This is an optimization exercise on Yosys and OpenROAD, whose aim is small area, a short achievable clock period and few clock cycles, not a production implementation. No run shown here included a check of the RTL's function; only the layout flow was run. Power figures rest on the tool's default switching activity, not on a simulated workload.

===== flow/design.v =====
module nes_bankbus (
    input             clk,
    input             rst,
    input      [7:0]  cfg_song,
    input      [7:0]  cfg_region,
    input      [15:0] cfg_init_addr,
    input      [15:0] cfg_play_addr,
    input      [15:0] cfg_load_addr,
    input      [15:0] cfg_vec_nmi,
    input      [15:0] cfg_vec_irq,
    input      [63:0] cfg_bank_init,
    input      [20:0] cfg_file_len,
    input             req_valid,
    output reg        req_ready,
    input      [1:0]  req_op,       
    input      [15:0] req_addr,
    input      [7:0]  req_wdata,
    output reg        resp_valid,
    output reg [7:0]  resp_rdata,
    output reg        resp_err,
    output reg        fault,
    output reg        fault_io,
    output reg        apu_valid,
    output     [15:0] apu_addr,
    output     [7:0]  apu_data,
    output reg        mem_en,
    output reg        mem_we,
    output reg [16:0] mem_addr,
    output reg [7:0]  mem_wdata,
    input      [7:0]  mem_rdata,
    output reg        file_en,
    output reg [20:0] file_addr,
    input      [7:0]  file_rdata,
    input             file_bad
);
    localparam S_IDLE = 0;    
    localparam S_ROM  = 1;    
    localparam S_BRD  = 2;    
    localparam S_RD1  = 3;    
    localparam S_RD2  = 4;    
    localparam S_BW0  = 5;    
    localparam S_BW1  = 6;    
    localparam S_BW2  = 7;    
    localparam S_BW3  = 8;    
    localparam S_ZST  = 9;    
    localparam S_ZERO = 10;   
    localparam S_LBS  = 11;   
    localparam S_SRCH = 12;   
    localparam S_FILL = 13;   
    localparam S_FEND = 14;   
    localparam NS = 15;
    reg [NS-1:0] st;
    reg [NS-1:0] nst;
    reg        rst_q;            
    reg [2:0]  kreg;             
    reg        lb_init;          
    reg        banked;           
    reg        flat;             
    reg        ffirst;           
    reg        err;              
    reg        sgn;              
    reg [3:0]  cs;               
    reg        touch_q;
    reg        rom_q;            
    reg        rsel;             
    reg        shim_q, vec_q;    
    reg        varsel;           
    reg        in_q, hlt_q, heq_q, llt_q;
    reg [3:0]  count;            
    reg [3:0]  win [0:7];
    reg [3:0]  lru [0:9];        
    always @* req_ready = st[S_IDLE];
    assign apu_addr  = {11'h200, mem_addr[4:0]};
    assign apu_data  = mem_wdata;
    integer i;
    reg [9:0] below;
    always @* begin
        below[0] = 1'b0;
        for (i = 1; i < 10; i = i + 1)
            below[i] = below[i-1] | (lru[i-1] == cs);
    end
    always @(posedge clk) begin
        if (touch_q) begin
            lru[0] <= cs;
            for (i = 1; i < 10; i = i + 1)
                if (!below[i])
                    lru[i] <= lru[i-1];
        end
    end
    wire       full    = (count == 4'd10);
    wire [3:0] count_1 = count + 4'd1;
    wire [3:0] victim  = full ? lru[9] : count_1;
    wire [15:0] a       = req_addr;
    wire        accept  = req_valid && st[S_IDLE];
    wire        a_apu   = (a[15:5] == 11'h200) && !(a[4] && a[3]);
    wire        a_bank  = (a[15:3] == 13'h0BFF);
    wire        q_ram   = (mem_addr[15:11] == 5'd0);
    wire        q_apu   = (mem_addr[15:5] == 11'h200) && !(mem_addr[4] && mem_addr[3]);
    wire        q_shim  = (mem_addr[15:7] == 9'h020);
    wire        q_vec   = (mem_addr[14:3] == 12'hFFF) && (mem_addr[2] || mem_addr[1]);
    wire [3:0]  w_code  = win[mem_addr[14:12]];
    wire        w_flat  = (w_code == 4'd15);
    wire        w_map   = (w_code != 4'd0);
    wire      shim_now = !rom_q && q_shim;
    reg [7:0] var_byte;
    reg       var_hit;
    always @* begin
        var_byte = 8'h00;
        var_hit = 1'b1;
        if (vec_q) begin
            case (mem_addr[2:0])
                3'd2: var_byte = cfg_vec_nmi[7:0];
                3'd3: var_byte = cfg_vec_nmi[15:8];
                3'd6: var_byte = cfg_vec_irq[7:0];
                3'd7: var_byte = cfg_vec_irq[15:8];
                default: var_hit = 1'b0;
            endcase
        end else if (shim_now) begin
            case (mem_addr[6:0])
                7'h01: var_byte = cfg_song;
                7'h03: var_byte = cfg_region;
                7'h05: var_byte = cfg_init_addr[7:0];
                7'h06: var_byte = cfg_init_addr[15:8];
                7'h08: var_byte = cfg_play_addr[7:0];
                7'h09: var_byte = cfg_play_addr[15:8];
                default: var_hit = 1'b0;
            endcase
        end else begin
            var_hit = 1'b0;
        end
    end
    reg [7:0] const_byte;
    always @* begin
        const_byte = 8'h00;
        if (vec_q) begin
            if (mem_addr[2:0] == 3'd5) const_byte = 8'h10;
        end else if (shim_q) begin
            case (mem_addr[6:0])
                7'h00: const_byte = 8'hA9;
                7'h02: const_byte = 8'hA2;
                7'h04: const_byte = 8'h20;
                7'h07: const_byte = 8'h20;
                7'h0A: const_byte = 8'h4C;
                7'h0B: const_byte = 8'h07;
                7'h0C: const_byte = 8'h10;
                7'h0D: const_byte = 8'hEA;
                7'h0E: const_byte = 8'hEA;
                7'h0F: const_byte = 8'hEA;
                7'h10: const_byte = 8'hEA;
                default: const_byte = 8'h00;
            endcase
        end
    end
    wire        filling = st[S_FILL];
    wire [12:0] l_add   = {1'b0, file_addr[11:0]} + {5'd0, !filling, 6'd0, 1'b1};
    wire        l_wrap  = (file_addr[11:0] == 12'hFFF);
    wire [9:0]  h_inc   = {sgn, file_addr[20:12]} + {9'd0, filling ? l_wrap : err};
    wire [9:0]  h_bank  = {2'b00, mem_wdata} - {9'd0, !err};
    wire        f_ok    = in_q && (hlt_q || (heq_q && llt_q));
    wire [14:0] jn      = mem_addr[14:0] + 15'd1;
    wire        f_last  = flat ? (mem_addr[14:0] == 15'h7FFE) : (mem_addr[11:0] == 12'hFFE);
    wire        b_ok    = f_ok && !(flat && mem_addr[14:0] == 15'h7FFE);
    wire [2:0]  k_1      = kreg + 3'd1;
    wire        more_init = lb_init && kreg != 3'd7;
    always @(posedge clk) begin
        rst_q  <= rst;
        banked <= |cfg_bank_init;
        in_q   <= !sgn && (file_addr[20:7] != 14'd0);
        hlt_q  <= file_addr[20:10] < cfg_file_len[20:10];
        heq_q  <= file_addr[20:10] == cfg_file_len[20:10];
        llt_q  <= file_addr[9:0] < cfg_file_len[9:0];
    end
    always @(posedge clk) begin
        nst = st;
        resp_valid <= 1'b0;
        resp_rdata <= 8'h00;
        apu_valid <= 1'b0;
        touch_q <= 1'b0;
        if (st[S_IDLE]) begin
            mem_addr <= {1'b0, a};
            mem_wdata <= req_wdata;
            mem_en <= accept && !fault && !req_op[1] && !a[15];
            mem_we <= req_op[0];
            rom_q <= 1'b0;
            vec_q <= 1'b0;
            if (accept) begin
                if (fault) begin
                    resp_valid <= 1'b1;
                    resp_err <= 1'b1;
                end else if (req_op[1]) begin
                    if (!cfg_load_addr[15]) begin
                        fault <= 1'b1;
                        fault_io <= 1'b0;
                        resp_valid <= 1'b1;
                        resp_err <= 1'b1;
                    end else begin
                        nst = 1 << S_ZST;
                    end
                end else if (!req_op[0]) begin
                    nst = a[15] ? (1 << S_ROM) : a_bank ? (1 << S_BRD) : (1 << S_RD1);
                end else begin
                    if (a_bank) begin
                        nst = 1 << S_BW0;
                    end else begin
                        apu_valid <= a_apu && (a[4:0] != 5'h16);
                        resp_valid <= 1'b1;
                        resp_err <= 1'b0;
                    end
                end
            end
        end
        if (st[S_ROM]) begin
            if (!w_flat)
                mem_addr[16:12] <= {1'b1, w_code};
            mem_en <= 1'b1;
            cs <= w_code;
            touch_q <= w_map && !w_flat && !q_vec;
            rsel <= w_map && !q_vec;
            vec_q <= q_vec;
            shim_q <= 1'b0;
            rom_q <= 1'b1;
            nst = 1 << S_RD1;
        end
        if (st[S_BRD]) begin
            mem_addr <= {14'h2000, mem_addr[2:0]};
            mem_en <= 1'b1;
            rsel <= 1'b1;
            rom_q <= 1'b1;
            nst = 1 << S_RD1;
        end
        if (st[S_RD1]) begin
            mem_en <= 1'b0;
            resp_rdata <= var_byte;
            varsel <= var_hit;
            if (!rom_q) begin
                rsel <= q_ram || q_apu;
                shim_q <= q_shim;
            end
            nst = 1 << S_RD2;
        end
        if (st[S_RD2]) begin
            resp_rdata <= rsel ? mem_rdata : varsel ? resp_rdata : const_byte;
            resp_valid <= 1'b1;
            resp_err <= 1'b0;
            nst = 1 << S_IDLE;
        end
        if (st[S_BW0]) begin
            mem_addr <= {14'h2000, mem_addr[2:0]};
            kreg <= mem_addr[2:0];
            mem_en <= 1'b1;
            mem_we <= 1'b0;
            nst = 1 << S_BW1;
        end
        if (st[S_BW1]) begin
            mem_en <= 1'b0;
            nst = 1 << S_BW2;
        end
        if (st[S_BW2]) begin
            resp_rdata <= mem_rdata;
            nst = 1 << S_BW3;
        end
        if (st[S_BW3]) begin
            if (resp_rdata == mem_wdata) begin
                resp_valid <= 1'b1;
                resp_err <= 1'b0;
                nst = 1 << S_IDLE;
            end else begin
                mem_en <= 1'b1;
                mem_we <= 1'b1;
                lb_init <= 1'b0;
                flat <= 1'b0;
                nst = 1 << S_LBS;
            end
        end
        if (st[S_ZST]) begin
            mem_en <= 1'b1;
            mem_we <= 1'b1;
            mem_addr <= 17'd0;
            mem_wdata <= 8'h00;
            nst = 1 << S_ZERO;
        end
        if (st[S_ZERO]) begin
            if (mem_addr[15:0] == 16'h07FF)
                mem_addr <= 17'h04000;
            else if (mem_addr[15:0] == 16'h4017)
                mem_addr <= 17'h10000;
            else
                mem_addr[11:0] <= jn[11:0];
            mem_wdata <= (mem_addr[15:0] == 16'h4016) ? 8'h40 : 8'h00;
            if (mem_addr[16] && mem_addr[2:0] == 3'd6) begin
                file_addr[11:0] <= l_add[11:0];
                err <= l_add[12];
            end else if (!(mem_addr[16] && mem_addr[2:0] == 3'd7)) begin
                {sgn, file_addr} <= {7'h7F, ~cfg_load_addr[14:0]};
            end
            if (mem_addr[16] && mem_addr[2:0] == 3'd7) begin
                mem_en <= 1'b0;
                flat <= !banked;
                if (banked) begin
                    count <= 4'd0;
                    for (i = 0; i < 8; i = i + 1)
                        win[i] <= 4'd0;
                    kreg <= 3'd0;
                    mem_wdata <= cfg_bank_init[7:0];
                    lb_init <= 1'b1;
                    nst = 1 << S_LBS;
                end else begin
                    {sgn, file_addr[20:12]} <= h_inc;
                    file_en <= 1'b1;
                    err <= 1'b0;
                    ffirst <= 1'b1;
                    nst = 1 << S_FILL;
                end
            end
        end
        if (st[S_LBS]) begin
            cs <= 4'd15;
            mem_addr <= 17'h10011;
            mem_en <= 1'b1;
            mem_we <= 1'b0;
            {sgn, file_addr} <= {10'h3FF, ~cfg_load_addr[11:0]};
            nst = 1 << S_SRCH;
        end
        if (st[S_SRCH]) begin
            mem_addr[3:0] <= jn[3:0];
            resp_rdata <= mem_rdata;
            cs <= cs + 4'd1;
            if (cs == 4'd15) begin
                file_addr[11:0] <= l_add[11:0];
                err <= l_add[12];
            end
            if (cs != 4'd15 && cs != 4'd0 && resp_rdata == mem_wdata) begin
                cs <= cs;
                resp_rdata <= 8'h00;
                mem_en <= 1'b0;
                win[kreg] <= cs;
                touch_q <= 1'b1;
                if (more_init) begin
                    kreg <= k_1;
                    mem_wdata <= cfg_bank_init[{k_1, 3'b000} +: 8];
                    nst = 1 << S_LBS;
                end else begin
                    resp_valid <= 1'b1;
                    resp_err <= 1'b0;
                    nst = 1 << S_IDLE;
                end
            end else if (cs == count) begin
                if (full) begin
                    for (i = 0; i < 8; i = i + 1)
                        if (win[i] == victim)
                            win[i] <= 4'd0;
                end
                mem_addr <= {13'h1001, victim};
                mem_en <= 1'b1;
                mem_we <= 1'b1;
                cs <= victim;
                {sgn, file_addr[20:12]} <= h_bank;
                file_en <= 1'b1;
                err <= 1'b0;
                ffirst <= 1'b1;
                nst = 1 << S_FILL;
            end
        end
        if (st[S_FILL]) begin
            file_addr[11:0] <= l_add[11:0];
            {sgn, file_addr[20:12]} <= h_inc;
            ffirst <= 1'b0;
            if (ffirst) begin
                mem_en <= 1'b0;
                mem_addr[14:0] <= 15'h7FFF;
            end else begin
                mem_en <= 1'b1;
                mem_we <= 1'b1;
                mem_addr <= flat ? {2'b01, jn} : {1'b1, cs, jn[11:0]};
                mem_wdata <= b_ok ? file_rdata : 8'h00;
                if (b_ok && file_bad)
                    err <= 1'b1;
                if (f_last) begin
                    file_en <= 1'b0;
                    nst = 1 << S_FEND;
                end
            end
        end
        if (st[S_FEND]) begin
            mem_en <= 1'b0;
            if (err) begin
                fault <= 1'b1;
                fault_io <= 1'b1;
                resp_valid <= 1'b1;
                resp_err <= 1'b1;
                nst = 1 << S_IDLE;
            end else if (flat) begin
                for (i = 0; i < 8; i = i + 1)
                    win[i] <= 4'd15;
                resp_valid <= 1'b1;
                resp_err <= 1'b0;
                nst = 1 << S_IDLE;
            end else begin
                win[kreg] <= cs;
                touch_q <= 1'b1;
                if (!full)
                    count <= count_1;
                if (more_init) begin
                    kreg <= k_1;
                    mem_wdata <= cfg_bank_init[{k_1, 3'b000} +: 8];
                    nst = 1 << S_LBS;
                end else begin
                    resp_valid <= 1'b1;
                    resp_err <= 1'b0;
                    nst = 1 << S_IDLE;
                end
            end
        end
        if (rst_q)
            nst = 1 << S_IDLE;
        st <= rst ? {NS{1'b0}} : nst;
        if (rst) begin
            resp_valid <= 1'b0;
            apu_valid <= 1'b0;
            mem_en <= 1'b0;
            file_en <= 1'b0;
            touch_q <= 1'b0;
            fault <= 1'b0;
            fault_io <= 1'b0;
            count <= 4'd0;
        end
    end
endmodule

===== flow/flow/run.sh =====
#!/bin/bash
# Standard ORFS layout, but the input and output port buffers are buf_2 cells
# instead of the default delay buffers. Each tool's output goes to a log here.
set -o pipefail
bash standard.sh "BUFFER_PORTS_ARGS=-buffer_cell sky130_fd_sc_hd__buf_2" finish > standard.log 2>&1

===== flow/standard.sh =====
#!/bin/bash
# synth_recipe.tcl (not shown) runs the flow's synth.tcl, then flattens the netlist and writes it again
# the make line also repeats each setting of config.mk as NAME=value (left out here)
make -C /OpenROAD-flow-scripts/flow DESIGN_CONFIG=/design/flow/config.mk WORK_HOME=/design/flow/orfs CLKGATE_MAP_FILE= SYNTH_SCRIPT=/design/flow/synth_recipe.tcl "${@:-finish}"

===== flow/config.mk =====
export PLATFORM = sky130hd
export DESIGN_NAME = nes_bankbus
export DESIGN_NICKNAME = nes_bankbus
export VERILOG_FILES = /design/flow/design.v
export SDC_FILE = /design/flow/constraint.sdc
export NUM_CORES = 4
export LEC_CHECK = 0
export CAP_MARGIN = 20
export CORE_MARGIN = 2
export CORE_UTILIZATION = 40
export PLACE_DENSITY = 0.6
export SLEW_MARGIN = 20

===== flow/constraint.sdc =====
create_clock -name core_clock -period 12.0 [get_ports {clk}]
set_input_delay 2.4000 -clock core_clock [delete_from_list [all_inputs] [get_ports {clk}]]
set_output_delay 2.4000 -clock core_clock [all_outputs]
set_load 0.01 [all_outputs]

==> metrics.md, run 1 <==
| Metric | Value |
|---|---|
| Predominant post-synthesis flop cell | edfxtp_1 |
| Layout cell share with drive strength beyond 1 | 25.71% |
| TNS Setup | 0 ns |
| WP data required | between 10 and 15 ns |
| Clock Sinks | 177 |
| Resized Gates After CTS | 0 |
| RSZ-0062 raised after global routing | false |
| CTS HTree Levels | 4 |
| Final nets | 1918 |
| CTS buffer count | 17 |
| Largest net degree at the start of global routing | 34 |
| Most frequent cell after synthesis | edfxtp_1 |
| Clk buf depth | 2 |
| Post-Place Cell Area | 14670 um^2 |
| Post-synthesis register bit count | 177 |
| First-pass DRT Iterations | 8 |
| Worst Max-Slew Pin Slew | 1.128 ns |
| Hold Crit Depth | 0 |
| Setup bufs post-CTS | 0 |
| Row Count | 65 |
| Per-cell routed wire length | approximately 22 um |
| Final-layout fill cell count | 3096 |
| Die X | 184.2 um |
| Yosys top cell by area | edfxtp_1 |
| Top post-synthesis cells by area | edfxtp_1, dfxtp_1, ha_1 |
| Setup violations, final | 0 |
| Die ar. | 33940 um^2 |
| FF-to-FF setup slack | between 8 and 9 ns |
| Max Slew Vio Count | 0 |
| TritonCTS clock tree | done |
| R2R depth | 7 |
| Fmax | 217.5 MHz |
| Final wirelength | 46610 um |
| YS warnings | 2 |
| Root buffer cell | clkbuf_16 |
| CTS Hold Bufs | 0 |
| Synth Area in Adders | 4.141% |
| Drc violations | 0 |
| Clock latency (worst-skew pair) | 0.44 ns |
| Top cell type's share of synthesized area | 20.80% |
| Vias in the first global route | 11750 |
| Die H | 184.2 um |
| Period minus WS final | 4.598 ns |
| Largest family of logic cells by synthesized area | compound AO/OA/AOI/OAI gates |
| R2R Path End | lru[9][2] |
| Mapped Area | 12990 um^2 |
| CP Cell Sequence | buf_2 -> or3b_2 -> o41ai_1 -> a211o_1 -> nor4_1 -> nor4_1 -> o22ai_1 |
| Worst Skew | between 0.015 and 0.02 ns |
| Overflow after GRT | 0 |
| Worst setup path category | in2reg |
| Final period utilization | 38.31% |
| Worst-path clk slew | 0.07 ns |
| GPL Wtd Cong | 0.9199 |
| Max Cap Viol | 0 |
| Mux share of post-synthesis cell area | a little under a tenth |
| Slew headroom | 23.33% |
| Critical path capture point type | register |
| EDFF count, synth | 90 |
| Dpl hpwl | approximately 36000 um |
| Seq/Total Area, Yosys | 34.21% |
| Post-synthesis simple-gate area fraction | ~17% |
| Antenna violations before repair | 2 |
| Leakage power | 6.270 nW |
| I/O Buffers | between 300 and 400 |
| First-pass GRT wire length | 68520 um |
| Max VDD drop | 0.0001068 V |
| Crit-path slowest cell | o41ai_1 |
| Detail Route Antenna Nets | 0 |
| Final instance area | approximately 15000 um^2 |
| Final hold vios | 0 |
| Yosys cell types | 84 |
| Synthesis-to-layout area growth | 17.57% |
| Status | timing/DRC/antenna clean |
| R2r startpoint | cs[3] |
| XOR/XNOR Fraction of Synth Area | 7.820% |
| Initial Utilization | slightly above 40% |
| Critical Path Max Stage Delay | approximately 0.97 ns |
| CORE AREA | ~32000 um^2 |
| Min-delay worst type | reg2reg |
| Initial drt markers | 1255 |
| Hold wc startpoint | lru[5][3] |
| IO Count | 314 |
| Element type at the critical path start | input port |
| Min-Delay Endpoint | lru[6][3] |
| Synth cell count leaders | edfxtp_1, dfxtp_1, nand2_1 |
| Post-synthesis cell count | 1411 |
| Ys async rst share | 0% |
| CP Max Fanout | 5 |
| Crit path top cell by count | nor4_1 |
| Data arrival time of the worst path | 4.90 ns |
| Via/cell ratio | 6.010 |
| Via count | 12600 |
| Avg Cell Area, Syn | ~9 um^2 |
| PD cells | 110.6 nW/um^2 |
| Complex-gate fraction of the synthesized area | about a fifth |
| GRT Util Overall | 26.50% |
[state kept, by name, summed over array words and instances, names as in the netlist, 3 cells and up]
register	count
count	4
win	32
resp_rdata	8
kreg	3
st	15
mem_wdata	8
cs	4
lru	40
file_addr	21
mem_addr	17
[placed cells by master, fill, tap and decap left out, types with 39 or more instances in the layout]
cell type | netlist | layout
a21oi_1 | 71 | 69
buf_2 | 24 | 302
dfxtp_1 | 87 | 86
edfxtp_1 | 90 | 90
ha_1 | 43 | 43
inv_1 | 58 | 58
nand2_1 | 86 | 86
nand3_1 | 39 | 39
nor2_1 | 80 | 80
nor3_1 | 44 | 44
nor4_1 | 43 | 42
o21ai_0 | 70 | 70
xnor2_1 | 56 | 56
xor2_1 | 60 | 60
[cells by family after synthesis]
| family | count (synthesis) |
|---|---|
| adders and majority gates | 43 |
| AOI/OAI and AO/OA | 389 |
| DFF | 177 |
| xor gates and xnor gates | 116 |
| other | 2 |
| and+or+nand+nor | 427 |
| muxes | 83 |
| buffers and inverters | 174 |
[per-stage QoR]
stage                     hold WS, ns  setup WS, ns  total power, mW  std cells  utilization, %
after detailed placement       0.4549         7.079            1.110       2064           46.14
after CTS                      0.4676         7.517            1.689       2096           48.02
after global routing           0.4761         7.388            1.755       2096           48.03
after floorplan                0.4180         7.983           0.9657       1420               -
after global placement         0.4501         7.142            1.106       2064           46.14
final                          0.4669         7.402            1.689       2097           48.03
[worst max-delay path by stage]
stage / from / endpoint / slack, ns / cells after the start
after global routing: req_addr[15] / st[0] / 7.39 / 7
after CTS: req_addr[15] / st[0] / 7.52 / 7
after detailed placement: req_addr[15] / st[0] / 7.08 / 7
final: req_addr[15] / st[0] / 7.40 / 7
after floorplan: req_addr[13] / st[0] / 7.98 / 6
after global placement: req_addr[15] / st[0] / 7.14 / 7
[metal layers]
layer	up-vias	GRT usage [%]	share of wire, %	wire [um]
met5	-	0	0.024	11
li1	5820	-	-	-
met3	68	6.125	9.6	4474
met4	2	8.416	2.3	1080
met1	6061	35.33	42	19440
met2	653	42.57	46	21610
[report_power, final]
group / internal [mW] / switching [mW]
Sequential: 0.662 / 0.0840
Clock: 0.314 / 0.270
Combinational: 0.174 / 0.185
Total: 1.15 / 0.539
[layout make-up]
cell class,count,area [um^2],area share [%]
antenna,1,2.502,0.01638
clock buffer,17,425.4,2.785
clock inverter,15,171.4,1.122
inverter,59,221.5,1.450
multi-input combinational,1069,7787,50.98
sequential,177,4446,29.10
tap,435,544.3,3.563
timing repair buffer,324,1677,10.98
[worst max-delay path: cells and delay by family]
family | cells | cell delay (ns)
AO/OA/AOI/OAI | 3 | 1.41
AND/OR/NAND/NOR | 3 | 0.91
buffers and inverters | 1 | 0.17
==> run 2: changes to the inputs <==
--- a/flow/config.mk
+++ b/flow/config.mk
@@ -7,2 +7,3 @@
 export LEC_CHECK = 0
+export ABC_AREA = 1
 export CAP_MARGIN = 20
==> metrics.md, run 2 <==
| Metric | Value |
|---|---|
| Predominant post-synthesis flop cell | edfxtp_1 (unchanged) |
| Crit-path slowest cell | nor2_1 (was o41ai_1) |
| Resized Gates After CTS | 0 (unchanged) |
| Seq/Total Area, Yosys | 33.40% (was 34.21%) |
| R2R depth | 8 (was 7) |
| Detail Route Antenna Nets | 0 (unchanged) |
| Max Slew Vio Count | 0 (unchanged) |
| Hold WS | 0.4319 ns (was 0.4669 ns) |
| Via count | 14920 (was 12600) |
| Final hold vios | 0 (unchanged) |
| Overflow after GRT | 0 (unchanged) |
| Final period utilization | 33.08% (was 38.31%) |
| Clock Sinks | 177 (unchanged) |
| EDFF count, synth | 90 (unchanged) |
| Worst Skew | 0.01198 ns (was 0.01645 ns) |
| Worst setup path category | reg2reg (was in2reg) |
| CP Cell Sequence | ha_1 -> ha_1 -> nand2_1 -> nor2_1 -> nand2_1 -> inv_1 -> nor2_1 -> nand3_1 (was buf_2 -> or3b_2 -> o41ai_1 -> a211o_1 -> nor4_1 -> nor4_1 -> o22ai_1) |
| Final nets | 2419 (was 1918) |
| Clk buf depth | 2 (unchanged) |
| Root buffer cell | clkbuf_16 (unchanged) |
| CTS HTree Levels | 4 (unchanged) |
| Commonest non-fill, non-tap cell in the layout | nand2_1 (was buf_2) |
| Setup violations, final | 0 (unchanged) |
| WP data required | 12.12 ns (was 12.30 ns) |
| TritonCTS clock tree | done (unchanged) |
| Top reg by flops | lru (unchanged) |
| Max reg flops | 40 (unchanged) |
| Commonest non-fill, non-tap cells in the layout | nand2_1, buf_2, inv_1, nand3_1, nor2_1 (was buf_2, edfxtp_1, nand2_1, dfxtp_1, nor2_1) |
| Setup bufs post-CTS | 0 (unchanged) |
| Post-synthesis register bit count | 177 (unchanged) |
| Fmax | 251.9 MHz (was 217.5 MHz) |
| Top cell type's share of synthesized area | 20.31% (was 20.80%) |
| First-pass GRT wire length | 77550 um (was 68520 um) |
| Die ar. | 34740 um^2 (was 33940 um^2) |
| Avg Cell Area, Syn | 7.015 um^2 (was 9.208 um^2) |
| First-pass DRT Iterations | 6 (was 8) |
| Per-cell routed wire length | 19.55 um (was 22.23 um) |
| Worst Max-Slew Pin Slew | 1.021 ns (was 1.128 ns) |
| Mapped Area | 13310 um^2 (was 12990 um^2) |
| Initial drt markers | 1543 (was 1255) |
| Max Cap Viol | 0 (unchanged) |
| Die H | 186.4 um (was 184.2 um) |
| Largest net degree at the start of global routing | 49 (was 34) |
| Dpl hpwl | 39600 um (was 35580 um) |
| Max VDD drop | 0.00009419 V (was 0.0001068 V) |
| IO Count | 314 (unchanged) |
| Top Registers | lru (40), win (32), file_addr (21) (unchanged) |
| Post-synthesis cell count | 1897 (was 1411) |
| Slew headroom | 31.71% (was 23.33%) |
| RSZ-0062 raised after global routing | false (unchanged) |
| Hold Crit Depth | 1 (was 0) |
| Layout cell share with drive strength beyond 1 | 17.76% (was 25.71%) |
| Antenna violations before repair | 4 (was 2) |
| Worst-path clk slew | 0.07 ns (about the same) |
| Period minus WS final | 3.970 ns (was 4.598 ns) |
| Vias in the first global route | 13730 (was 11750) |
| Row Count | 66 (was 65) |
| Critical path capture point type | register (unchanged) |
| GRT Util Overall | 28.38% (was 26.50%) |
| Die X | 186.4 um (was 184.2 um) |
| I/O Buffers | 302 (unchanged) |
| Initial Utilization | 40.79% (was 40.86%) |
| CP delay by family, top | simple AND/OR/NAND/NOR gates (was compound AO/OA/AOI/OAI gates) |
| Critical Path Max Stage Delay | 0.69 ns (was 0.97 ns) |
| Via/cell ratio | 5.722 (was 6.010) |
| Yosys cell types | 58 (was 84) |
| Synth cell count leaders | nand2_1, inv_1, nand3_1 (was edfxtp_1, dfxtp_1, nand2_1) |
| Min-delay worst type | reg2reg (unchanged) |
| GPL Wtd Cong | 0.9847 (was 0.9199) |
| Tot Pwr | 1.526 mW (was 1.689 mW) |
| Data arrival time of the worst path | 4.09 ns (was 4.90 ns) |
| Element type at the critical path start | register (was input port) |
| CTS Hold Bufs | 0 (unchanged) |
| CP Depth | 8 (was 7) |
| Status | timing/DRC/antenna clean (unchanged) |
| Clock latency (worst-skew pair) | 0.45 ns (was 0.44 ns) |
| Leakage power | 7.318 nW (was 6.270 nW) |
| Top post-synthesis cells by area | edfxtp_1, dfxtp_1, nand2_1 (was edfxtp_1, dfxtp_1, ha_1) |
| Drc violations | 0 (unchanged) |
| CORE AREA | 32620 um^2 (was 31800 um^2) |
| Most frequent cell after synthesis | nand2_1 (was edfxtp_1) |
| Yosys top cell by area | edfxtp_1 (unchanged) |
| Ys async rst share | 0% (unchanged) |
| CTS buffer count | 17 (unchanged) |
| TNS Setup | 0 ns (unchanged) |
| Worst Path Buf+Inv | 1 (unchanged) |
| PD cells | 97.81 nW/um^2 (was 110.6 nW/um^2) |
| CP Max Fanout | 15 (was 5) |
| Final wirelength | 50970 um (was 46610 um) |
| Final-layout fill cell count | 3338 (was 3096) |
| Synthesis-to-layout area growth | 17.23% (was 17.57%) |
| YS warnings | 2 (unchanged) |
## run 2: changes by cell type after synthesis, moves of 24 or more
cell and change:
mux2i_1 -27, inv_1 +146, a21o_1 -27, xnor2_1 -26, nor2_1 +86, nand3_1 +128
nand2_1 +292, o21ai_0 +83, mux2_2 -24, a21oi_1 +48
## run 2: path summary, 6_finish.rpt
path,end,slack (ns),startpoint
setup reg to reg,win[5][1],8.03,mem_addr[1]
setup / recovery,win[5][1],8.03,mem_addr[1]
hold reg to reg,in_q,0.43,sgn
hold / removal,in_q,0.43,sgn
## run 2: cell type report
class / instances / area [um^2] / share of cell area, %
well taps: 442 / 553.0 / 3.545
multi-input cells: 1422 / 7627 / 48.90
flip-flops and latches: 177 / 4444 / 28.49
clock inverters: 11 / 78.83 / 0.5053
repair buffers: 317 / 1624 / 10.41
inverters: 214 / 803.3 / 5.150
diodes: 3 / 7.507 / 0.04813
clock buffers: 21 / 460.4 / 2.952
## run 2: stage by stage
step / instances / instance area (um^2) / setup WS (ns) / utilization [%]
after global placement: 2572 / 15050 / 7.975 / 46.14
after floorplan: 1906 / 13340 / 8.468 / -
after CTS: 2604 / 15590 / 8.193 / 47.79
after global routing: 2606 / 15600 / 7.942 / 47.81
final: 2607 / 15600 / 8.030 / 47.82
after detailed placement: 2572 / 15050 / 7.914 / 46.14
## run 2: logic make-up (layout without fill, tap and decap cells)
| kind of cell | after synthesis | after routing | synth area share, % |
|---|---|---|---|
| XOR/XNOR | 86 | 86 | 5.661 |
| other | 2 | 14 | 0.05644 |
| flip-flops | 177 | 177 | 33.40 |
| buffers and inverters | 307 | 563 | 9.553 |
| AO/OA/AOI/OAI | 406 | 406 | 17.83 |
| multiplexers | 7 | 7 | 0.5266 |
| AND/OR/NAND/NOR | 869 | 869 | 28.93 |
| adder cells (fa/ha/maj) | 43 | 43 | 4.043 |
## run 2: power breakdown
| part | switching, mW | internal, mW | leakage, nW |
|---|---|---|---|
| clock | 0.258 | 0.278 | 0.274 |
| sequential | 0.0460 | 0.655 | 1.56 |
| combinational | 0.172 | 0.116 | 5.48 |
| total | 0.476 | 1.05 | 7.32 |
## run 2: routing by layer
layer	wire, um	vias to the layer above	global-route usage [%]
met5	13	-	0
met4	1957	2	11.69
met3	5637	129	6.263
met2	21610	908	42.51
met1	21760	6856	39.50
li1	-	7021	-
==> run 3: changes to the inputs <==
--- a/flow/config.mk
+++ b/flow/config.mk
@@ -7,3 +7,3 @@
 export LEC_CHECK = 0
-export ABC_AREA = 1
+export ABC_CLOCK_PERIOD_IN_PS = 3000
 export CAP_MARGIN = 20
==> metrics.md, run 3 <==
| Metric | Value |
|---|---|
| Commonest non-fill, non-tap cell in the layout | buf_2 (was nand2_1) |
| Layout cell share with drive strength beyond 1 | 25.71% (was 17.76%) |
| Most frequent cell after synthesis | edfxtp_1 (was nand2_1) |
| Final hold vios | 0 (unchanged) |
| Largest net degree at the start of global routing | 34 (was 49) |
| IO Count | 314 (unchanged) |
| Avg Cell Area, Syn | 9.208 um^2 (was 7.015 um^2) |
| Post-synthesis register bit count | 177 (unchanged) |
| Sequential power share | 44.2% (was 45.9%) |
| Max Cap Viol | 0 (unchanged) |
| Top post-synthesis cells by area | edfxtp_1, dfxtp_1, ha_1 (was edfxtp_1, dfxtp_1, nand2_1) |
| Resized Gates After CTS | 0 (unchanged) |
| Tot Pwr | 1.689 mW (was 1.526 mW) |
| Clk buf depth | 2 (unchanged) |
| Hold Crit Depth | 0 (was 1) |
| Via/cell ratio | 6.010 (was 5.722) |
| Crit path top cell by count | nor4_1 |
| R2r startpoint | cs[3] (was mem_addr[1]) |
| Clock Sinks | 177 (unchanged) |
| Internal power | 1.151 mW (was 1.050 mW) |
| EDFF count, synth | 90 (unchanged) |
| Top Registers | lru (40), win (32), file_addr (21) (unchanged) |
| Hold wc startpoint | lru[5][3] (was sgn) |
| Max VDD drop | 0.0001068 V (was 0.00009419 V) |
| RSZ-0062 raised after global routing | false (unchanged) |
| WP data required | 12.30 ns (was 12.12 ns) |
| Root buffer cell | clkbuf_16 (unchanged) |
| Drc violations | 0 (unchanged) |
| Setup violations, final | 0 (unchanged) |
| First-pass GRT wire length | 68520 um (was 77550 um) |
| Yosys cell types | 84 (was 58) |
| Clock network fraction of total power | 34.6% (was 35.1%) |
| Synthesis-to-layout area growth | 17.57% (was 17.23%) |
| Commonest non-fill, non-tap cells in the layout | buf_2, edfxtp_1, nand2_1, dfxtp_1, nor2_1 (was nand2_1, buf_2, inv_1, nand3_1, nor2_1) |
| Worst-path clk slew | 0.07 ns (about the same) |
| GRT Util Overall | 26.50% (was 28.38%) |
| Antenna violations before repair | 2 (was 4) |
| Critical Path Max Stage Delay | 0.97 ns (was 0.69 ns) |
| Post-Place Cell Area | 14670 um^2 (was 15050 um^2) |
| Final nets | 1918 (was 2419) |
| Seq/Total Area, Yosys | 34.21% (was 33.40%) |
| Synth cell count leaders | edfxtp_1, dfxtp_1, nand2_1 (was nand2_1, inv_1, nand3_1) |
| Final instance area | 15270 um^2 (was 15600 um^2) |
| Top cell type's share of synthesized area | 20.80% (was 20.31%) |
| Top reg by flops | lru (unchanged) |
| Vias in the first global route | 11750 (was 13730) |
| Max reg flops | 40 (unchanged) |
| Overflow after GRT | 0 (unchanged) |
| Leakage power | 6.270 nW (was 7.318 nW) |
| Status | timing/DRC/antenna clean (unchanged) |
| Element type at the critical path start | input port (was register) |
| FF-to-FF setup slack | 8.15 ns (was 8.03 ns) |
| TritonCTS clock tree | done (unchanged) |
| Initial drt markers | 1255 (was 1543) |
| Comb power frac | 21.2% (was 18.9%) |
| Row Count | 65 (was 66) |
| Detail Route Antenna Nets | 0 (unchanged) |
| Per-cell routed wire length | 22.23 um (was 19.55 um) |
| P_sw | 0.5388 mW (was 0.4759 mW) |
| Worst Max-Slew Pin Slew | 1.128 ns (was 1.021 ns) |
| Min-Delay Endpoint | lru[6][3] (was in_q) |
| Clock latency (worst-skew pair) | 0.44 ns (was 0.45 ns) |
| Crit-path slowest cell | o41ai_1 (was nor2_1) |
| R2R Path End | lru[9][2] (was win[5][1]) |
| Worst Skew | 0.01645 ns (was 0.01198 ns) |
| Critical path capture point type | register (unchanged) |
| CTS Hold Bufs | 0 (unchanged) |
| Via count | 12600 (was 14920) |
| Die ar. | 33940 um^2 (was 34740 um^2) |
| Data arrival time of the worst path | 4.90 ns (was 4.09 ns) |
| YS warnings | 2 (unchanged) |
| Die X | 184.2 um (was 186.4 um) |
| Worst setup path category | in2reg (was reg2reg) |
| CORE AREA | 31800 um^2 (was 32620 um^2) |
| Final wirelength | 46610 um (was 50970 um) |
| Initial Utilization | 40.86% (was 40.79%) |
| Post-synthesis cell count | 1411 (was 1897) |
| Max Slew Vio Count | 0 (unchanged) |
| Mapped Area | 12990 um^2 (was 13310 um^2) |
| Ys async rst share | 0% (unchanged) |
| PD cells | 110.6 nW/um^2 (was 97.81 nW/um^2) |
| Min-delay worst type | reg2reg (unchanged) |
| CP delay by family, top | compound AO/OA/AOI/OAI gates (was simple AND/OR/NAND/NOR gates) |
| R2R depth | 7 (was 8) |
| CP Cell Sequence | buf_2 -> or3b_2 -> o41ai_1 -> a211o_1 -> nor4_1 -> nor4_1 -> o22ai_1 (was ha_1 -> ha_1 -> nand2_1 -> nor2_1 -> nand2_1 -> inv_1 -> nor2_1 -> nand3_1) |
| CTS buffer count | 17 (unchanged) |
| Final-layout fill cell count | 3096 (was 3338) |
| GPL Wtd Cong | 0.9199 (was 0.9847) |
| Yosys top cell by area | edfxtp_1 (unchanged) |
| CP Max Fanout | 5 (was 15) |
| Setup bufs post-CTS | 0 (unchanged) |
| Die H | 184.2 um (was 186.4 um) |
| CTS HTree Levels | 4 (unchanged) |
| Predominant post-synthesis flop cell | edfxtp_1 (unchanged) |
| Final period utilization | 38.31% (was 33.08%) |
| First-pass DRT Iterations | 8 (was 6) |
| Worst Path Buf+Inv | 1 (unchanged) |
| Sw Share | 31.90% (was 31.19%) |
| Final Util | 48.03% (was 47.82%) |
| Fmax | 217.5 MHz (was 251.9 MHz) |
| Slew headroom | 23.33% (was 31.71%) |
| Period minus WS final | 4.598 ns (was 3.970 ns) |
| TNS Setup | 0 ns (unchanged) |
| Dpl hpwl | 35580 um (was 39600 um) |
| I/O Buffers | 302 (unchanged) |
run 3: kinds of logic after synthesis:
kind of cell | share of synthesized area [%]
AND/OR/NAND/NOR | 17.18
AO/OA/AOI/OAI | 21.29
flip-flops | 34.21
buffers and inverters | 6.250
XOR/XNOR | 7.820
multiplexers | 9.052
adder cells (fa/ha/maj) | 4.141
other | 0.05780
run 3: per-layer routing:
| metal | global-route usage, % | vias to the layer above | part of all wire [%] |
|---|---|---|---|
| li1 | - | 5820 | - |
| met1 | 35.33 | 6061 | 42 |
| met2 | 42.57 | 653 | 46 |
| met3 | 6.125 | 68 | 9.6 |
| met4 | 8.416 | 2 | 2.3 |
| met5 | 0 | - | 0.024 |
run 3: through the flow:
| stage | instances | worst slack, ns | hold slack (ns) |
|---|---|---|---|
| after floorplan | 1420 | 7.983 | 0.4180 |
| after global placement | 2064 | 7.142 | 0.4501 |
| after detailed placement | 2064 | 7.079 | 0.4549 |
| after CTS | 2096 | 7.517 | 0.4676 |
| after global routing | 2096 | 7.388 | 0.4761 |
| final | 2097 | 7.402 | 0.4669 |
run 3: layout make-up:
cell class	instances	area (um^2)	share of cell area (%)
timing repair buffer	324	1677	10.98
clock inverter	15	171.4	1.122
sequential	177	4446	29.10
antenna	1	2.502	0.01638
clock buffer	17	425.4	2.785
inverter	59	221.5	1.450
multi-input combinational	1069	7787	50.98
tap	435	544.3	3.563
run 3: worst max-delay path by stage:
stage / startpoint / end / cells after the start / slack [ns]
detailed placement: req_addr[15] / st[0] / 7 / 7.08
global route: req_addr[15] / st[0] / 7 / 7.39
global placement: req_addr[15] / st[0] / 7 / 7.14
finish: req_addr[15] / st[0] / 7 / 7.40
floorplan: req_addr[13] / st[0] / 6 / 7.98
CTS: req_addr[15] / st[0] / 7 / 7.52
run 3: power groups by stage:
stage / logic (mW) / registers, mW / clock network [mW]
after floorplan: 0.239 / 0.726 / 0
after global placement: 0.350 / 0.755 / 0
after detailed placement: 0.354 / 0.756 / 0
after CTS: 0.356 / 0.743 / 0.590
after global routing: 0.391 / 0.751 / 0.613
final: 0.359 / 0.746 / 0.584
==> run 4: changes to the inputs <==
--- a/flow/design.v
+++ b/flow/design.v
@@ -95,3 +95,3 @@
     wire        a_apu   = (a[15:5] == 11'h200) && !(a[4] && a[3]);
-    wire        a_bank  = (a[15:3] == 13'h0BFF);
+    wire        a_5xxx  = (a[15:12] == 4'h5);
     wire        q_ram   = (mem_addr[15:11] == 5'd0);
@@ -100,2 +100,3 @@
     wire        q_vec   = (mem_addr[14:3] == 12'hFFF) && (mem_addr[2] || mem_addr[1]);
+    wire        q_bank  = (mem_addr[11:3] == 9'h1FF);    
     wire [3:0]  w_code  = win[mem_addr[14:12]];
@@ -199,5 +200,5 @@
                 end else if (!req_op[0]) begin
-                    nst = a[15] ? (1 << S_ROM) : a_bank ? (1 << S_BRD) : (1 << S_RD1);
+                    nst = a[15] ? (1 << S_ROM) : a_5xxx ? (1 << S_BRD) : (1 << S_RD1);
                 end else begin
-                    if (a_bank) begin
+                    if (a_5xxx) begin
                         nst = 1 << S_BW0;
@@ -224,6 +225,8 @@
         if (st[S_BRD]) begin
-            mem_addr <= {14'h2000, mem_addr[2:0]};
+            if (q_bank) begin
+                mem_addr <= {14'h2000, mem_addr[2:0]};
+                rsel <= 1'b1;
+                rom_q <= 1'b1;
+            end
             mem_en <= 1'b1;
-            rsel <= 1'b1;
-            rom_q <= 1'b1;
             nst = 1 << S_RD1;
@@ -249,5 +252,12 @@
             kreg <= mem_addr[2:0];
-            mem_en <= 1'b1;
-            mem_we <= 1'b0;
-            nst = 1 << S_BW1;
+            if (q_bank) begin
+                mem_en <= 1'b1;
+                mem_we <= 1'b0;
+                nst = 1 << S_BW1;
+            end else begin
+                mem_en <= 1'b0;
+                resp_valid <= 1'b1;
+                resp_err <= 1'b0;
+                nst = 1 << S_IDLE;
+            end
         end
--- a/flow/config.mk
+++ b/flow/config.mk
@@ -7,3 +7,3 @@
 export LEC_CHECK = 0
-export ABC_CLOCK_PERIOD_IN_PS = 3000
+export ABC_AREA = 1
 export CAP_MARGIN = 20
==> metrics.md, run 4 <==
| Metric | Value |
|---|---|
| Status | timing/DRC/antenna clean (unchanged) |
| R2r startpoint | mem_addr[0] (was cs[3]) |
| FF-to-FF setup slack | 8.25 ns (was 8.15 ns) |
| Largest net degree at the start of global routing | 48 (was 34) |
| WP data required | 9.60 ns (was 12.30 ns) |
| Tot Pwr | 1.696 mW (was 1.689 mW) |
| Layout cell share with drive strength beyond 1 | 18.96% (was 25.71%) |
| CP Max Fanout | 13 (was 5) |
| Avg Cell Area, Syn | 6.979 um^2 (was 9.208 um^2) |
| Antenna violations before repair | 4 (was 2) |
| Element type at the critical path start | register (was input port) |
| Final Util | 47.65% (was 48.03%) |
| Mapped Area | 13730 um^2 (was 12990 um^2) |
| Clk buf depth | 2 (unchanged) |
| Worst Skew | 0.01648 ns (was 0.01645 ns) |
| EDFF count, synth | 89 (was 90) |
| Post-synthesis cell count | 1967 (was 1411) |
| Commonest non-fill, non-tap cell in the layout | nand2_1 (was buf_2) |
| Final hold vios | 0 (unchanged) |
| Clock latency (worst-skew pair) | 0.46 ns (was 0.44 ns) |
| Resized Gates After CTS | 0 (unchanged) |
| Period minus WS final | 3.792 ns (was 4.598 ns) |
| CTS Hold Bufs | 0 (unchanged) |
| Top Registers | lru (40), win (32), file_addr (21) (unchanged) |
| Min-delay worst type | reg2reg (unchanged) |
| Hold WS | 0.4602 ns (was 0.4669 ns) |
| Clock Sinks | 177 (unchanged) |
| Die ar. | 35820 um^2 (was 33940 um^2) |
| Final nets | 2488 (was 1918) |
| Worst Path Buf+Inv | 1 (unchanged) |
| Predominant post-synthesis flop cell | edfxtp_1 (unchanged) |
| CTS HTree Levels | 4 (unchanged) |
| CP Cell Sequence | buf_2 (was buf_2 -> or3b_2 -> o41ai_1 -> a211o_1 -> nor4_1 -> nor4_1 -> o22ai_1) |
| Seq/Total Area, Yosys | 32.30% (was 34.21%) |
| IO Count | 314 (unchanged) |
| PD cells | 105.6 nW/um^2 (was 110.6 nW/um^2) |
| Final period utilization | 31.60% (was 38.31%) |
| R2R depth | 10 (was 7) |
| Top reg by flops | lru (unchanged) |
| Data arrival time of the worst path | 1.39 ns (was 4.90 ns) |
| Via count | 14820 (was 12600) |
| Final-layout fill cell count | 3495 (was 3096) |
| TNS Setup | 0 ns (unchanged) |
| Vias in the first global route | 13970 (was 11750) |
| RSZ-0062 raised after global routing | false (unchanged) |
| Critical path origin | mem_addr[3] (was req_addr[15]) |
| Setup bufs post-CTS | 0 (unchanged) |
| Worst Max-Slew Pin Slew | 1.040 ns (was 1.128 ns) |
| Final instance area | 16060 um^2 (was 15270 um^2) |
| Leakage power | 7.660 nW (was 6.270 nW) |
| Synth cell count leaders | nand2_1, inv_1, nand3_1, nor2_1, o21ai_0 (was edfxtp_1, dfxtp_1, nand2_1) |
| CTS buffer count | 17 (unchanged) |
| Max Cap Viol | 0 (unchanged) |
| Overflow after GRT | 0 (unchanged) |
| Row Count | 67 (was 65) |
| First-pass GRT wire length | 78510 um (was 68520 um) |
| Post-Place Cell Area | 15420 um^2 (was 14670 um^2) |
| First-pass DRT Iterations | 8 (unchanged) |
| Max reg flops | 40 (unchanged) |
| Top post-synthesis cells by area | edfxtp_1, dfxtp_1, nand2_1 (was edfxtp_1, dfxtp_1, ha_1) |
| Top cell type's share of synthesized area | 19.47% (was 20.80%) |
| Drc violations | 0 (unchanged) |
| Die H | 189.3 um (was 184.2 um) |
| Max VDD drop | 0.0001101 V (was 0.0001068 V) |
| GPL Wtd Cong | 0.9619 (was 0.9199) |
| Critical Path Max Stage Delay | 0.70 ns (was 0.97 ns) |
| Die X | 189.3 um (was 184.2 um) |
| Ys async rst share | 0% (unchanged) |
| Commonest non-fill, non-tap cells in the layout | nand2_1, buf_2, inv_1, nand3_1, nor2_1 (was buf_2, edfxtp_1, nand2_1, dfxtp_1, nor2_1) |
| Setup violations, final | 0 (unchanged) |
| Antenna cells | 0 (was 1) |
| DP Worst Slack | 8.008 ns (was 7.079 ns) |
| Placed cells | 2647 (was 2064) |
| Slew headroom | 30.16% (was 23.33%) |
| Dpl hpwl | 41160 um (was 35580 um) |
| Initial drt markers | 1409 (was 1255) |
| I/O Buffers | 302 (unchanged) |
| Post-synthesis register bit count | 177 (unchanged) |
| Synthesis-to-layout area growth | 16.98% (was 17.57%) |
| Worst-path clk slew | 0.08 ns (was 0.07 ns) |
| Most frequent cell after synthesis | nand2_1 (was edfxtp_1) |
| Worst Slack Setup Final | 8.208 ns (was 7.402 ns) |
| CP Depth | 1 (was 7) |
| TritonCTS clock tree | done (unchanged) |
| Fin cells | 2679 (was 2097) |
| Worst setup path category | reg2out (was in2reg) |
| YS warnings | 2 (unchanged) |
| CORE AREA | 33700 um^2 (was 31800 um^2) |
| GRT Util Overall | 28.33% (was 26.50%) |
| Per-cell routed wire length | 19.48 um (was 22.23 um) |
| Crit-path slowest cell | dfxtp_1 (was o41ai_1) |
| Yosys top cell by area | edfxtp_1 (unchanged) |
| Initial Utilization | 40.73% (was 40.86%) |
| Yosys cell types | 63 (was 84) |
| R2R Path End | win[7][2] (was lru[9][2]) |
| CP delay by family, top | flip-flops (was compound AO/OA/AOI/OAI gates) |
| Root buffer cell | clkbuf_16 (unchanged) |
| Max Slew Vio Count | 0 (unchanged) |
| Crit path to | apu_addr[3] (was st[0]) |
| Via/cell ratio | 5.532 (was 6.010) |
| Final wirelength | 52190 um (was 46610 um) |
| Critical path capture point type | primary output (was register) |
| Fmax | 263.7 MHz (was 217.5 MHz) |
| Detail Route Antenna Nets | 0 (unchanged) |
-- run 4: cell types whose count changed in the layout (fill, tap and decap cells not counted), sizes merged, moves of 33 or more --
cell   change
inv      +155
nor2      +97
xnor2     -33
nand2    +376
o21ai     +77
a21oi     +58
nand3    +141
-- run 4: layer usage --
layer  up-vias  GRT usage, %  wire length (um)
li1       7178             -                 -
met5         -             0                48
met2       646         46.10             23930
met3        76         7.025              4618
met1      6913         37.15             22440
met4         8         8.468              1150
-- run 4: power by group --
part / internal (mW) / switching, mW
logic: 0.148 / 0.235
registers: 0.659 / 0.0571
clock network: 0.288 / 0.308
-- run 4: cell families after synthesis --
kind of cell             synth area share (%)
AND/OR/NAND/NOR                         31.59
AO/OA/AOI/OAI                           16.88
buffers and inverters                   9.771
flip-flops                              32.30
XOR/XNOR                                5.041
adder cells (fa/ha/maj)                 3.919
multiplexers                           0.4375
other                                 0.05471
-- run 4: worst min path at each step --
stage / startpoint / endpoint / slack (ns) / cells after the start
final: lb_init / lb_init / 0.46 / 2
after global routing: lb_init / lb_init / 0.47 / 2
after CTS: lb_init / lb_init / 0.47 / 2
after detailed placement: sgn / in_q / 0.45 / 1
after global placement: lb_init / lb_init / 0.44 / 2
after floorplan: sgn / in_q / 0.41 / 1
-- run 4: area by class of cell --
type                    count  area [um^2]  area share (%)
flip-flops and latches    177         4434           27.61
well taps                 448        560.5           3.491
clock buffers              17        425.4           2.649
repair buffers            314         1602           9.974
clock inverters            15        200.2           1.247
inverters                 223        843.3           5.252
multi-input cells        1485         7993           49.77
==> run 5: changes to the inputs <==
==> flow/flow/run.sh (replaced) <==
#!/bin/bash
# Standard ORFS layout, but the input and output port buffers are buf_2 cells
# instead of the default delay buffers, and the clock tree uses clkbuf_8
# buffers without dummy loads. Each tool's output goes to a log here.
set -o pipefail
bash standard.sh "BUFFER_PORTS_ARGS=-buffer_cell sky130_fd_sc_hd__buf_2" \
  "CTS_ARGS=-sink_clustering_enable -repair_clock_nets -buf_list sky130_fd_sc_hd__clkbuf_8 -root_buf sky130_fd_sc_hd__clkbuf_8 -dont_use_dummy_load" \
  finish > standard.log 2>&1
==> metrics.md, run 5 <==
| Metric | Value |
|---|---|
| Status | timing/DRC/antenna clean (unchanged) |
| Setup violations, final | 0 (unchanged) |
| Die H | 189.3 um (unchanged) |
| Register area | 4434 um^2 (unchanged) |
| TNS Setup | 0 ns (unchanged) |
| Crit-path slowest cell | dfxtp_1 (unchanged) |
| Top reg by flops | lru (unchanged) |
| Root buffer cell | clkbuf_8 (was clkbuf_16) |
| Yosys cell types | 63 (unchanged) |
| R2r startpoint | mem_addr[0] (unchanged) |
| Area taken by multi-input logic gates | 7993 um^2 (unchanged) |
| Detail Route Antenna Nets | 0 (unchanged) |
| CTS HTree Levels | 4 (unchanged) |
| Worst-path clk slew | 0.08 ns (about the same) |
| Clock latency (worst-skew pair) | 0.52 ns (was 0.46 ns) |
| Resized Gates After CTS | 0 (unchanged) |
| CTS Hold Bufs | 0 (unchanged) |
| FF-to-FF setup slack | 8.26 ns (was 8.25 ns) |
| Layout cell share with drive strength beyond 1 | 18.41% (was 18.96%) |
| Yosys top cell by area | edfxtp_1 (unchanged) |
| CP Max Fanout | 13 (unchanged) |
| Clk buf depth | 2 (unchanged) |
| Largest net degree at the start of global routing | 48 (unchanged) |
| Min-Delay Endpoint | lb_init (unchanged) |
| First-pass GRT wire length | 78540 um (was 78510 um) |
| YS warnings | 2 (unchanged) |
| Mux share of post-synthesis cell area | 0.4375% (unchanged) |
| Ys async rst share | 0% (unchanged) |
| WP data required | 9.60 ns (about the same) |
| Mapped Area | 13730 um^2 (unchanged) |
| RSZ-0062 raised after global routing | false (unchanged) |
| I/O Buffers | 302 (unchanged) |
| Worst Skew | 0.05464 ns (was 0.01648 ns) |
| Final wirelength | 52070 um (was 52190 um) |
| Critical path capture point type | primary output (unchanged) |
| Post-synthesis simple-gate area fraction | 31.59% (unchanged) |
| Min-delay worst type | reg2reg (unchanged) |
| CORE AREA | 33700 um^2 (unchanged) |
| Top Registers | lru (40), win (32), file_addr (21) (unchanged) |
| Predominant post-synthesis flop cell | edfxtp_1 (unchanged) |
| EDFF count, synth | 89 (unchanged) |
| Hold Crit Depth | 2 (unchanged) |
| Synthesis-to-layout area growth | 14.13% (was 16.98%) |
| Die X | 189.3 um (unchanged) |
| Element type at the critical path start | register (unchanged) |
| Setup bufs post-CTS | 0 (unchanged) |
| Complex-gate fraction of the synthesized area | 16.88% (unchanged) |
| Max VDD drop | 0.00007486 V (was 0.0001101 V) |
| Max Cap Viol | 0 (unchanged) |
| Antenna violations before repair | 4 (unchanged) |
| TritonCTS clock tree | done (unchanged) |
| First-pass DRT Iterations | 6 (was 8) |
| Final-layout fill cell count | 3524 (was 3495) |
| Antenna cells | 0 (unchanged) |
| XOR/XNOR Fraction of Synth Area | 5.041% (unchanged) |
| Fmax | 260.5 MHz (was 263.7 MHz) |
| Largest family of logic cells by synthesized area | simple AND/OR/NAND/NOR gates (unchanged) |
| Worst Max-Slew Pin Slew | 1.011 ns (was 1.040 ns) |
| Worst setup path category | reg2out (unchanged) |
| Final Util | 46.49% (was 47.65%) |
| Commonest non-fill, non-tap cells in the layout | nand2_1, buf_2, inv_1, nand3_1, nor2_1 (unchanged) |
| Avg Cell Area, Syn | 6.979 um^2 (unchanged) |
| Synth cell count leaders | nand2_1, inv_1, nand3_1, nor2_1, o21ai_0 (unchanged) |
| CP delay by family, top | flip-flops (unchanged) |
| Per-cell routed wire length | 19.55 um (was 19.48 um) |
| Initial drt markers | 1264 (was 1409) |
| Most frequent cell after synthesis | nand2_1 (unchanged) |
| Final nets | 2488 (unchanged) |
| Slew headroom | 32.33% (was 30.16%) |
| Worst Slack Setup Final | 8.162 ns (was 8.208 ns) |
| Clock Sinks | 177 (unchanged) |
| Post-synthesis register bit count | 177 (unchanged) |
| Hold WS | 0.4590 ns (was 0.4602 ns) |
| Final period utilization | 31.98% (was 31.60%) |
| CP Cell Sequence | buf_2 (unchanged) |
| Commonest non-fill, non-tap cell in the layout | nand2_1 (unchanged) |
| R2R depth | 10 (unchanged) |
| Die ar. | 35820 um^2 (unchanged) |
| Critical Path Max Stage Delay | 0.71 ns (was 0.70 ns) |
| Dpl hpwl | 41160 um (unchanged) |
| Synth Area in Adders | 3.919% (unchanged) |
| Max reg flops | 40 (unchanged) |
| Vias in the first global route | 13930 (was 13970) |
| Seq/Total Area, Yosys | 32.30% (unchanged) |
| Data arrival time of the worst path | 1.44 ns (was 1.39 ns) |
| Max Slew Vio Count | 0 (unchanged) |
| Post-synthesis cell count | 1967 (unchanged) |
| Final hold vios | 0 (unchanged) |
| Row Count | 67 (unchanged) |
| Initial Utilization | 40.73% (unchanged) |
| Overflow after GRT | 0 (unchanged) |
| Top post-synthesis cells by area | edfxtp_1, dfxtp_1, nand2_1 (unchanged) |
| GPL Wtd Cong | 0.9619 (unchanged) |
| Top cell type's share of synthesized area | 19.47% (unchanged) |
| Leakage power | 7.479 nW (was 7.660 nW) |
| Worst Path Buf+Inv | 1 (unchanged) |
| Via/cell ratio | 5.588 (was 5.532) |
| CTS buffer count | 17 (unchanged) |
| GRT Util Overall | 28.24% (was 28.33%) |
| R2R Path End | win[7][1] (was win[7][2]) |
| Period minus WS final | 3.838 ns (was 3.792 ns) |
| Drc violations | 0 (unchanged) |
| PD cells | 91.57 nW/um^2 (was 105.6 nW/um^2) |
| DP Worst Slack | 8.008 ns (unchanged) |
| IO Count | 314 (unchanged) |
| Via count | 14890 (was 14820) |
| Hold wc startpoint | lb_init (unchanged) |
run 5: routing by layer:
metal  track usage (%)  share of wire (%)
met4             6.917                1.7
met5                 0              0.092
met2             46.46                 46
met3             6.432                9.0
met1             37.56                 43
run 5: kinds of logic (layout without fill, tap and decap cells):
kind of cell	after synthesis	count (layout)
adders and majority gates	43	43
other	2	11
AOI/OAI and AO/OA	397	397
buffers and inverters	314	554
muxes	6	6
DFF	177	177
xor gates and xnor gates	79	79
and+or+nand+nor	949	949
run 5: worst max-delay path by stage:
stage	startpoint	endpoint	slack [ns]	cells past startpoint
floorplan	rst	st[2]	8.36	8
global placement	rst	st[2]	8.13	8
detailed placement	rst	st[9]	8.01	8
CTS	mem_addr[13]	mem_addr[13]	8.19	1
global route	kreg[0]	mem_wdata[2]	8.07	10
finish	mem_addr[3]	apu_addr[3]	8.16	1
run 5: power breakdown:
| part | total (mW) | internal [mW] | switching, mW |
|---|---|---|---|
| combinational | 0.384 | 0.148 | 0.235 |
| sequential | 0.717 | 0.660 | 0.0571 |
| clock | 0.334 | 0.125 | 0.209 |
run 5: layout make-up:
type	instances	share of cell area, %
sequential	177	28.30
tap	448	3.578
timing repair buffer	314	10.22
multi-input combinational	1485	51.02
inverter	223	5.383
clock buffer	17	1.493
run 5: stage by stage:
step / power, mW / instances / instance area [um^2]
floorplan: 0.9571 / 1976 / 13760
global placement: 1.103 / 2647 / 15420
detailed placement: 1.106 / 2647 / 15420
CTS: 1.435 / 2664 / 15660
global route: 1.507 / 2664 / 15670
finish: 1.435 / 2664 / 15670
==> run 6: changes to the inputs <==
--- a/flow/design.v
+++ b/flow/design.v
@@ -101,3 +101,4 @@
     wire        q_bank  = (mem_addr[11:3] == 9'h1FF);    
-    wire [3:0]  w_code  = win[mem_addr[14:12]];
+    wire [2:0]  w_sel   = st[S_FILL] ? mem_addr[2:0] : mem_addr[14:12];
+    wire [3:0]  w_code  = win[w_sel];
     wire        w_flat  = (w_code == 4'd15);
@@ -292,5 +293,5 @@
         if (st[S_ZERO]) begin
-            if (mem_addr[15:0] == 16'h07FF)
+            if (!mem_addr[14] && mem_addr[10:0] == 11'h7FF)
                 mem_addr <= 17'h04000;
-            else if (mem_addr[15:0] == 16'h4017)
+            else if (mem_addr[14] && mem_addr[4:0] == 5'h17)
                 mem_addr <= 17'h10000;
@@ -298,3 +299,3 @@
                 mem_addr[11:0] <= jn[11:0];
-            mem_wdata <= (mem_addr[15:0] == 16'h4016) ? 8'h40 : 8'h00;
+            mem_wdata <= (mem_addr[14] && mem_addr[4:0] == 5'h16) ? 8'h40 : 8'h00;
             if (mem_addr[16] && mem_addr[2:0] == 3'd6) begin
@@ -357,7 +358,2 @@
             end else if (cs == count) begin
-                if (full) begin
-                    for (i = 0; i < 8; i = i + 1)
-                        if (win[i] == victim)
-                            win[i] <= 4'd0;
-                end
                 mem_addr <= {13'h1001, victim};
@@ -374,2 +370,4 @@
         if (st[S_FILL]) begin
+            if (w_code == cs)
+                win[w_sel] <= 4'd0;
             file_addr[11:0] <= l_add[11:0];
==> flow/flow/run.sh (replaced) <==
#!/bin/bash
# Standard ORFS layout, but the input and output port buffers are buf_2 cells
# instead of the default delay buffers, the clock tree uses clkbuf_8 buffers
# in small clusters without dummy loads, and timing repair aims for 8.6 ns of
# setup slack at the design's 12 ns clock. Each tool's output goes to a log
# here.
set -o pipefail
bash standard.sh "BUFFER_PORTS_ARGS=-buffer_cell sky130_fd_sc_hd__buf_2" \
  "CTS_ARGS=-sink_clustering_enable -repair_clock_nets -buf_list sky130_fd_sc_hd__clkbuf_8 -root_buf sky130_fd_sc_hd__clkbuf_8 -dont_use_dummy_load -sink_clustering_size 12" \
  "SETUP_SLACK_MARGIN=8.6" \
  finish > standard.log 2>&1
==> metrics.md, run 6 <==
| Metric | Value |
|---|---|
| Seq/Total Area, Yosys | 31.22% (was 32.30%) |
| Antenna violations before repair | 1 (was 4) |
| Drc violations | 0 (unchanged) |
| Layout cell share with drive strength beyond 1 | 23.78% (was 18.41%) |
| Avg Cell Area, Syn | 6.719 um^2 (was 6.979 um^2) |
| Final hold vios | 0 (unchanged) |
| Row Count | 66 (was 67) |
| Area taken by multi-input logic gates | 7855 um^2 (was 7993 um^2) |
| Final wirelength | 52580 um (was 52070 um) |
| Critical path origin | mem_addr[1] (was mem_addr[3]) |
| Synth cell count leaders | nand2_1, nor2_1, inv_1 (was nand2_1, inv_1, nand3_1, nor2_1, o21ai_0) |
| R2R depth | 15 (was 10) |
| Overflow after GRT | 0 (unchanged) |
| Vias in the first global route | 14300 (was 13930) |
| TNS Setup | 0 ns (unchanged) |
| Worst Path Buf+Inv | 1 (unchanged) |
| Die ar. | 34410 um^2 (was 35820 um^2) |
| CTS HTree Levels | 4 (unchanged) |
| PD cells | 95.29 nW/um^2 (was 91.57 nW/um^2) |
| CP delay by family, top | flip-flops (unchanged) |
| Min-delay worst type | reg2reg (unchanged) |
| Via count | 15070 (was 14890) |
| Fin cells | 2719 (was 2664) |
| Dpl hpwl | 39120 um (was 41160 um) |
| Clock latency (worst-skew pair) | 0.48 ns (was 0.52 ns) |
| RSZ-0062 raised after global routing | true (was false) |
| Worst Skew | 0.04049 ns (was 0.05464 ns) |
| GRT Util Overall | 30.44% (was 28.24%) |
| CTS buffer count | 17 (unchanged) |
| Critical Path Max Stage Delay | 0.49 ns (was 0.71 ns) |
| YS warnings | 2 (unchanged) |
| Max reg flops | 40 (unchanged) |
| R2r startpoint | mem_addr[1] (was mem_addr[0]) |
| CP Depth | 1 (unchanged) |
| Clk buf depth | 2 (unchanged) |
| CP Cell Sequence | buf_2 (unchanged) |
| GPL Wtd Cong | 0.9647 (was 0.9619) |
| Clock Sinks | 177 (unchanged) |
| IO Count | 314 (unchanged) |
| Top post-synthesis cells by area | dfxtp_1, edfxtp_1, nand2_1 (was edfxtp_1, dfxtp_1, nand2_1) |
| First-pass GRT wire length | 80190 um (was 78540 um) |
| Min-Delay Endpoint | lb_init (unchanged) |
| Die X | 185.5 um (was 189.3 um) |
| Mapped Area | 13180 um^2 (was 13730 um^2) |
| Per-cell routed wire length | 19.34 um (was 19.55 um) |
| Critical path capture point type | primary output (unchanged) |
| TritonCTS clock tree | done (unchanged) |
| Placed cells | 2630 (was 2647) |
| Max Slew Vio Count | 0 (unchanged) |
| Tot Pwr | 1.539 mW (was 1.435 mW) |
| Fmax | 281.7 MHz (was 260.5 MHz) |
| CTS Hold Bufs | 0 (unchanged) |
| Slew headroom | 31.43% (was 32.33%) |
| Via/cell ratio | 5.543 (was 5.588) |
| I/O Buffers | 302 (unchanged) |
| R2R Path End | win[4][3] (was win[7][1]) |
| Leakage power | 7.724 nW (was 7.479 nW) |
| Top cell type's share of synthesized area | 18.23% (was 19.47%) |
| Post-synthesis register bit count | 177 (unchanged) |
| Final period utilization | 29.58% (was 31.98%) |
| EDFF count, synth | 57 (was 89) |
| Max VDD drop | 0.00007329 V (was 0.00007486 V) |
| Worst-path clk slew | 0.09 ns (was 0.08 ns) |
| Post-synthesis cell count | 1961 (was 1967) |
| Final-layout fill cell count | 3409 (was 3524) |
| Predominant post-synthesis flop cell | dfxtp_1 (was edfxtp_1) |
| Hold wc startpoint | lb_init (unchanged) |
| Commonest non-fill, non-tap cells in the layout | nand2_1, buf_2, nor2_1, inv_1, o21ai_0 (was nand2_1, buf_2, inv_1, nand3_1, nor2_1) |
| Data arrival time of the worst path | 1.15 ns (was 1.44 ns) |
| FF-to-FF setup slack | 8.73 ns (was 8.26 ns) |
| Period minus WS final | 3.550 ns (was 3.838 ns) |
| Largest net degree at the start of global routing | 50 (was 48) |
| Setup violations, final | 0 (unchanged) |
| Status | timing/DRC/antenna clean (unchanged) |
| Initial Utilization | 40.60% (was 40.73%) |
| WP data required | 9.60 ns (about the same) |
| Final nets | 2547 (was 2488) |
| Yosys cell types | 64 (was 63) |
| Yosys top cell by area | dfxtp_1 (was edfxtp_1) |
| Top reg by flops | lru (unchanged) |
| Most frequent cell after synthesis | nand2_1 (unchanged) |
| Worst setup path category | reg2out (unchanged) |
| Synthesis-to-layout area growth | 22.61% (was 14.13%) |
| Die H | 185.5 um (was 189.3 um) |
| Ys async rst share | 0% (unchanged) |
| Root buffer cell | clkbuf_8 (unchanged) |
| Top Registers | lru (40), win (32), file_addr (21) (unchanged) |
| CP Max Fanout | 3 (was 13) |
| Element type at the critical path start | register (unchanged) |
| Initial drt markers | 1277 (was 1264) |
| Crit-path slowest cell | edfxtp_1 (was dfxtp_1) |
| Detail Route Antenna Nets | 0 (unchanged) |
| Commonest non-fill, non-tap cell in the layout | nand2_1 (unchanged) |
| Worst Max-Slew Pin Slew | 1.023 ns (was 1.011 ns) |
| Final Util | 49.78% (was 46.49%) |
| Register area | 4280 um^2 (was 4434 um^2) |
| Max Cap Viol | 0 (unchanged) |
| First-pass DRT Iterations | 6 (unchanged) |
| Hold Crit Depth | 2 (unchanged) |
| CORE AREA | 32450 um^2 (was 33700 um^2) |
==> run 6: layer usage <==
layer / GRT usage, % / share of wire, % / wire length [um] / vias to the layer above
met4: 9.333 / 2.7 / 1431 / 0
li1: - / - / - / 7217
met1: 41.36 / 44 / 23000 / 7021
met5: 0 / 0 / 0 / -
met3: 5.811 / 8.7 / 4551 / 80
met2: 48.85 / 45 / 23600 / 754
==> run 6: cells by family after synthesis <==
| logic type | synth area share [%] |
|---|---|
| AO/OA/AOI/OAI | 17.80 |
| XOR/XNOR | 4.586 |
| adder cells (fa/ha/maj) | 4.083 |
| buffers and inverters | 10.29 |
| flip-flops | 31.22 |
| other | 0.05700 |
| AND/OR/NAND/NOR | 31.95 |
==> run 6: worst max path at each step <==
stage | to | slack (ns)
finish | apu_addr[1] | 8.45
detailed placement | mem_wdata[5] | 7.92
CTS | apu_addr[1] | 8.45
floorplan | st[2] | 8.53
global placement | st[0] | 8.01
global route | mem_addr[1] | 8.42
==> run 6: power breakdown <==
part / internal [mW] / total [mW] / switching, mW
Combinational: 0.212 / 0.519 / 0.307
Sequential: 0.653 / 0.693 / 0.0401
Clock: 0.125 / 0.328 / 0.202
Total: 0.990 / 1.54 / 0.549
==> run 6: cell type report <==
class / count / share of cell area, %
repair buffers: 380 / 14.55
diodes: 2 / 0.03098
inverters: 231 / 5.429
well taps: 442 / 3.423
flip-flops and latches: 177 / 26.49
clock buffers: 17 / 1.448
multi-input cells: 1470 / 48.62
==> run 6: worst register-to-register path: cells and delay by family, from the launching register on <==
kind            cells  cell delay, ns
simple gates        8            1.33
flops               1            0.49
buf+inv             5            0.97
compound gates      1            0.21
xor+xnor            1            0.17
==> run 6: through the flow <==
stage | area, um^2 | hold WS (ns) | setup slack [ns]
final | 16160 | 0.4576 | 8.450
after global routing | 16150 | 0.4669 | 8.423
after CTS | 15900 | 0.4584 | 8.448
after detailed placement | 14920 | 0.4427 | 7.919
after global placement | 14920 | 0.4362 | 8.014
after floorplan | 13300 | 0.4191 | 8.533
==> run 6: repair_timing <==
item | CTS | global route
resized for setup | 117 | 33
setup buffers | 53 | 16
setup endpoints to repair | 131 | 111
pin swaps | 1 | 2
gates cloned | 1 | 0

Re-timed with assumed drivers on the ports (clkbuf_16 on the clock, buf_2 on other inputs), run 6 has 8.406 ns of setup slack against 8.450 ns with ideal ports, and 8.129 ns once port delays also move by the mid clock arrival of 0.512 ns.
